This design comes from an exercise in tuning for small area on the open sky130 flow, not from production work. RTL that was checked went through simulation tests only; none was proved equivalent to the original.

== the baseline ==
==> flow/design.v <==
module rgb2aled_core (
    input  wire       clk,
    input  wire       rst,
    input  wire       din,
    output reg        dout,
    output wire [7:0] pwm0,
    output wire [7:0] pwm1,
    output wire [7:0] pwm2,
    output wire [7:0] pwm3,
    output wire [7:0] pwm4,
    output wire [7:0] pwm5
);
    reg         in_cap, in_rel, cm, ncm;
    reg  [3:0]  t;
    localparam [3:0] T_S8  = 4'b0100;
    localparam [3:0] T_S11 = 4'b1010;
    localparam [3:0] T_S12 = 4'b1011;
    localparam [3:0] T_S13 = 4'b1000;
    reg  [9:0]  idle;
    localparam [9:0] IDLE_S999 = 10'b0001111111;
    reg  [12:0] bcnt;
    reg  [47:0] cap;    
    reg  [47:0] pwm;
    assign pwm0 = pwm[47:40];
    assign pwm1 = pwm[39:32];
    assign pwm2 = pwm[31:24];
    assign pwm3 = pwm[23:16];
    assign pwm4 = pwm[15:8];
    assign pwm5 = pwm[7:0];
    wire [9:0]  idle_step = {~idle[8:0], idle[2] ^ idle[9]};
    wire [12:0] bcnt_step = {~bcnt[11:0], bcnt[8] ^ bcnt[12]};
    wire [3:0]  t_step    = {~t[2:0], t[0] ^ t[3]};
    wire idle_sat   = (idle == IDLE_S999);
    wire reset_seen = !din && idle_sat;
    wire in_wr    = !in_cap && !in_rel && !cm;
    wire t_idle   = (t == 4'd0);
    wire sample   = smp;
    wire wait_low = in_cap ? (t == T_S13) : (t == T_S8);
    wire cap_done = bcnt[12] && !bcnt[11];
    wire rel_last = ({bcnt[11:9], bcnt[7:0]} == 11'b010_11010100);
    wire bit_end  = wait_low && !din;             
    wire end_bit  = in_rel && bit_end;            
    wire cap_clr  = reset_seen && (in_wr || (in_cap && t_idle));
    wire to_rel   = in_cap && bit_end && cap_done;
    wire to_cm    = in_rel && (t_idle ? reset_seen : (bit_end && rel_last));
    always @(posedge clk)
        if (rst || din)
            idle <= 10'd0;
        else if (!idle_sat)
            idle <= idle_step;
    reg smp, nsmp;
    wire smp_next = !rst && in_cap && (t == T_S11);
    always @(posedge clk) begin
        smp  <= smp_next;
        nsmp <= !smp_next;
    end
    always @(posedge clk)
        cap <= ({cap[46:0], ~din} & {48{smp}}) | (cap & {48{nsmp}});
    always @(posedge clk)
        if (cap_clr)
            bcnt <= 13'd0;
        else if (sample || end_bit)
            bcnt <= bcnt_step;
    always @(posedge clk)
        pwm <= (cap & {48{cm}}) | (pwm & {48{ncm}}) | {48{rst}};
    always @(posedge clk) begin
        in_cap <= !rst && ((in_wr && reset_seen) || (in_cap && !to_rel));
        in_rel <= !rst && (to_rel || (in_rel && !to_cm));
        cm     <= !rst && to_cm;
        ncm    <= rst || !to_cm;
    end
    always @(posedge clk) begin
        if (rst)
            dout <= 1'b0;
        else if (in_rel && t_idle && din)
            dout <= 1'b1;
        else if (end_bit)
            dout <= 1'b0;
    end
    always @(posedge clk) begin
        if (!(in_cap || in_rel))
            t <= 4'd0;
        else if (t_idle) begin
            if (din) t <= t_step;
        end else if (wait_low) begin
            if (!din) t <= 4'd0;
        end else
            t <= t_step;
    end
endmodule
Settings: LEC_CHECK=0, CAP_MARGIN=20, CORE_MARGIN=2, CORE_UTILIZATION=80, SLEW_MARGIN=20; clock period 10.0 ns.
standard.sh (not shown) runs the stock make flow with config.mk's settings and CLKGATE_MAP_FILE= SYNTH_SCRIPT=/design/flow/synth_recipe.tcl, a recipe that flattens the netlist after the stock synthesis.
==> flow/flow/run.sh <==
#!/bin/bash
# Own layout flow: the standard flow (standard.sh) with three changes:
#  - synthesis maps the logic with an area-oriented ABC script (area.abc);
#    everything else in synthesis is the standard flow's own script (synth_recipe.tcl),
#    so the registers are the standard synthesis's;
#  - the ports are buffered with sky130_fd_sc_hd__buf_1;
#  - clock tree: clkbuf_2 root, clkbuf_4 leaves, no dummy loads.
# Each tool's output goes to a log file in this folder.
set -euo pipefail
HERE=$(pwd)
FLOWDIR=$HERE/flow
export MY_ABC_SCRIPT=$FLOWDIR/area.abc
export BUFFER_PORTS_ARGS="-buffer_cell sky130_fd_sc_hd__buf_1"
export CTS_ARGS="-sink_clustering_enable -repair_clock_nets -dont_use_dummy_load -root_buf sky130_fd_sc_hd__clkbuf_2 -buf_list sky130_fd_sc_hd__clkbuf_4"
sed "s#SYNTH_SCRIPT=[^ ]*#SYNTH_SCRIPT=$FLOWDIR/area_synth.tcl#" standard.sh > my_standard.sh
bash my_standard.sh > flow_make.log 2>&1
==> flow/flow/area.abc <==
strash
&get -n
&deepsyn -T 20
&put
&get -n
&dch -f
&nf -R 1000
&put
==> flow/flow/area_synth.tcl <==
# synth_recipe.tcl with one change: Yosys's abc pass uses the ABC script named
# by MY_ABC_SCRIPT instead of ORFS's speed script.
proc synth {args} { yosys synth -nofsm -noshare {*}$args }
proc abc {args} {
  set i [lsearch $args -script]
  if {$i >= 0} { lset args [expr {$i+1}] $::env(MY_ABC_SCRIPT) }
  yosys abc {*}$args
}
source $::env(SCRIPTS_DIR)/synth.tcl
# left out here: clear keep_hierarchy, flatten, clean up, hide names made inside functions, write 1_2_yosys.v
> inputs changed (the baseline -> the candidate)
==> flow/design.v <==
module rgb2aled_core (
    input  wire       clk,
    input  wire       rst,
    input  wire       din,
    output reg        dout,
    output wire [7:0] pwm0,
    output wire [7:0] pwm1,
    output wire [7:0] pwm2,
    output wire [7:0] pwm3,
    output wire [7:0] pwm4,
    output wire [7:0] pwm5
);
    reg         in_cap, in_rel, cm, ncm;
    reg  [3:0]  t;
    localparam [3:0] T_S8  = 4'b0100;
    localparam [3:0] T_S12 = 4'b1011;
    localparam [3:0] T_S13 = 4'b1000;
    reg  [9:0]  idle;
    localparam [9:0] IDLE_S999 = 10'b0001111111;
    reg  [12:0] bcnt;
    reg  [47:0] cap;    
    reg  [47:0] pwm;
    assign pwm0 = pwm[47:40];
    assign pwm1 = pwm[39:32];
    assign pwm2 = pwm[31:24];
    assign pwm3 = pwm[23:16];
    assign pwm4 = pwm[15:8];
    assign pwm5 = pwm[7:0];
    wire [9:0]  idle_step = {~idle[8:0], idle[2] ^ idle[9]};
    wire [12:0] bcnt_step = {~bcnt[11:0], bcnt[8] ^ bcnt[12]};
    wire [3:0]  t_step    = {~t[2:0], t[0] ^ t[3]};
    wire idle_sat   = (idle == IDLE_S999);
    wire reset_seen = !din && idle_sat;
    wire in_wr    = !in_cap && !in_rel && !cm;
    wire t_idle   = (t == 4'd0);
    wire sample   = in_cap && (t == T_S12);
    wire wait_low = in_cap ? (t == T_S13) : (t == T_S8);
    wire cap_done = bcnt[12] && !bcnt[11];
    wire rel_last = ({bcnt[11:9], bcnt[7:0]} == 11'b010_11010100);
    wire bit_end  = wait_low && !din;             
    wire end_bit  = in_rel && bit_end;            
    wire cap_clr  = reset_seen && (in_wr || (in_cap && t_idle));
    wire to_rel   = in_cap && bit_end && cap_done;
    wire to_cm    = in_rel && (t_idle ? reset_seen : (bit_end && rel_last));
    always @(posedge clk)
        if (rst || din)
            idle <= 10'd0;
        else if (!idle_sat)
            idle <= idle_step;
    always @(posedge clk)
        if (sample)
            cap <= {cap[46:0], ~din};
    always @(posedge clk)
        if (cap_clr)
            bcnt <= 13'd0;
        else if (sample || end_bit)
            bcnt <= bcnt_step;
    always @(posedge clk)
        pwm <= (cap & {48{cm}}) | (pwm & {48{ncm}}) | {48{rst}};
    always @(posedge clk) begin
        in_cap <= !rst && ((in_wr && reset_seen) || (in_cap && !to_rel));
        in_rel <= !rst && (to_rel || (in_rel && !to_cm));
        cm     <= !rst && to_cm;
        ncm    <= rst || !to_cm;
    end
    always @(posedge clk) begin
        if (rst)
            dout <= 1'b0;
        else if (in_rel && t_idle && din)
            dout <= 1'b1;
        else if (end_bit)
            dout <= 1'b0;
    end
    always @(posedge clk) begin
        if (!(in_cap || in_rel))
            t <= 4'd0;
        else if (t_idle) begin
            if (din) t <= t_step;
        end else if (wait_low) begin
            if (!din) t <= 4'd0;
        end else
            t <= t_step;
    end
endmodule
==> run notes <==
The lower total global routing track utilization came out of the candidate. [compare] base=the baseline new=the candidate: final period utilization up 2.5 points; global routing met2 resource utilization down 9.9 points; setup slack of the most critical reg-to-reg path down 250 ps; number of cells in the design after placement down 56; minimum clock period after layout up 250 ps. Taking the baseline as the reference, in the candidate post-synth design cell area comparable, number of clock sinks seen by CTS now smaller, number of ordinary and repair buffers in the finished layout now smaller, sequential cell count now smaller. Critical path depth ended up 5 higher on the candidate than on the baseline. Via count of the first global-routing pass (the candidate vs. the baseline) decreases by more than 10%.
Function not checked in the baseline: the RTL went through the layout flow alone.

==> re-timing with driven ports <==
In the flow no input, the clock included, has a driving cell. The finished layouts below were timed again as built, in two steps. Step 1: set_driving_cell puts a clkbuf_16 on clk and a buf_2 on each other input, an assumption about the parent block. Step 2 times the ports against the registers' clock, not the clock port: input delays grow and output delays shrink by t, the midpoint of the rising clock arrivals with the driver on. Three values: ideal ports, drivers, drivers and shift; two values: the first two.
run	t, ns	setup slack, ns	clock arrival spread, ns	worst data-port slew with drivers (ns)	cell pins on the clock port's net
the baseline	0.651	6.798 / 6.770 / 6.353	0.042 / 0.041	0.03	1
the candidate	0.637	6.549 / 6.554 / 5.917	0.021 / 0.021	0.03	1
After both steps every run listed still meets setup and hold. The setup slack of the candidate, which loses most, moves by +0.005 ns with the drivers and by -0.632 ns with both steps.
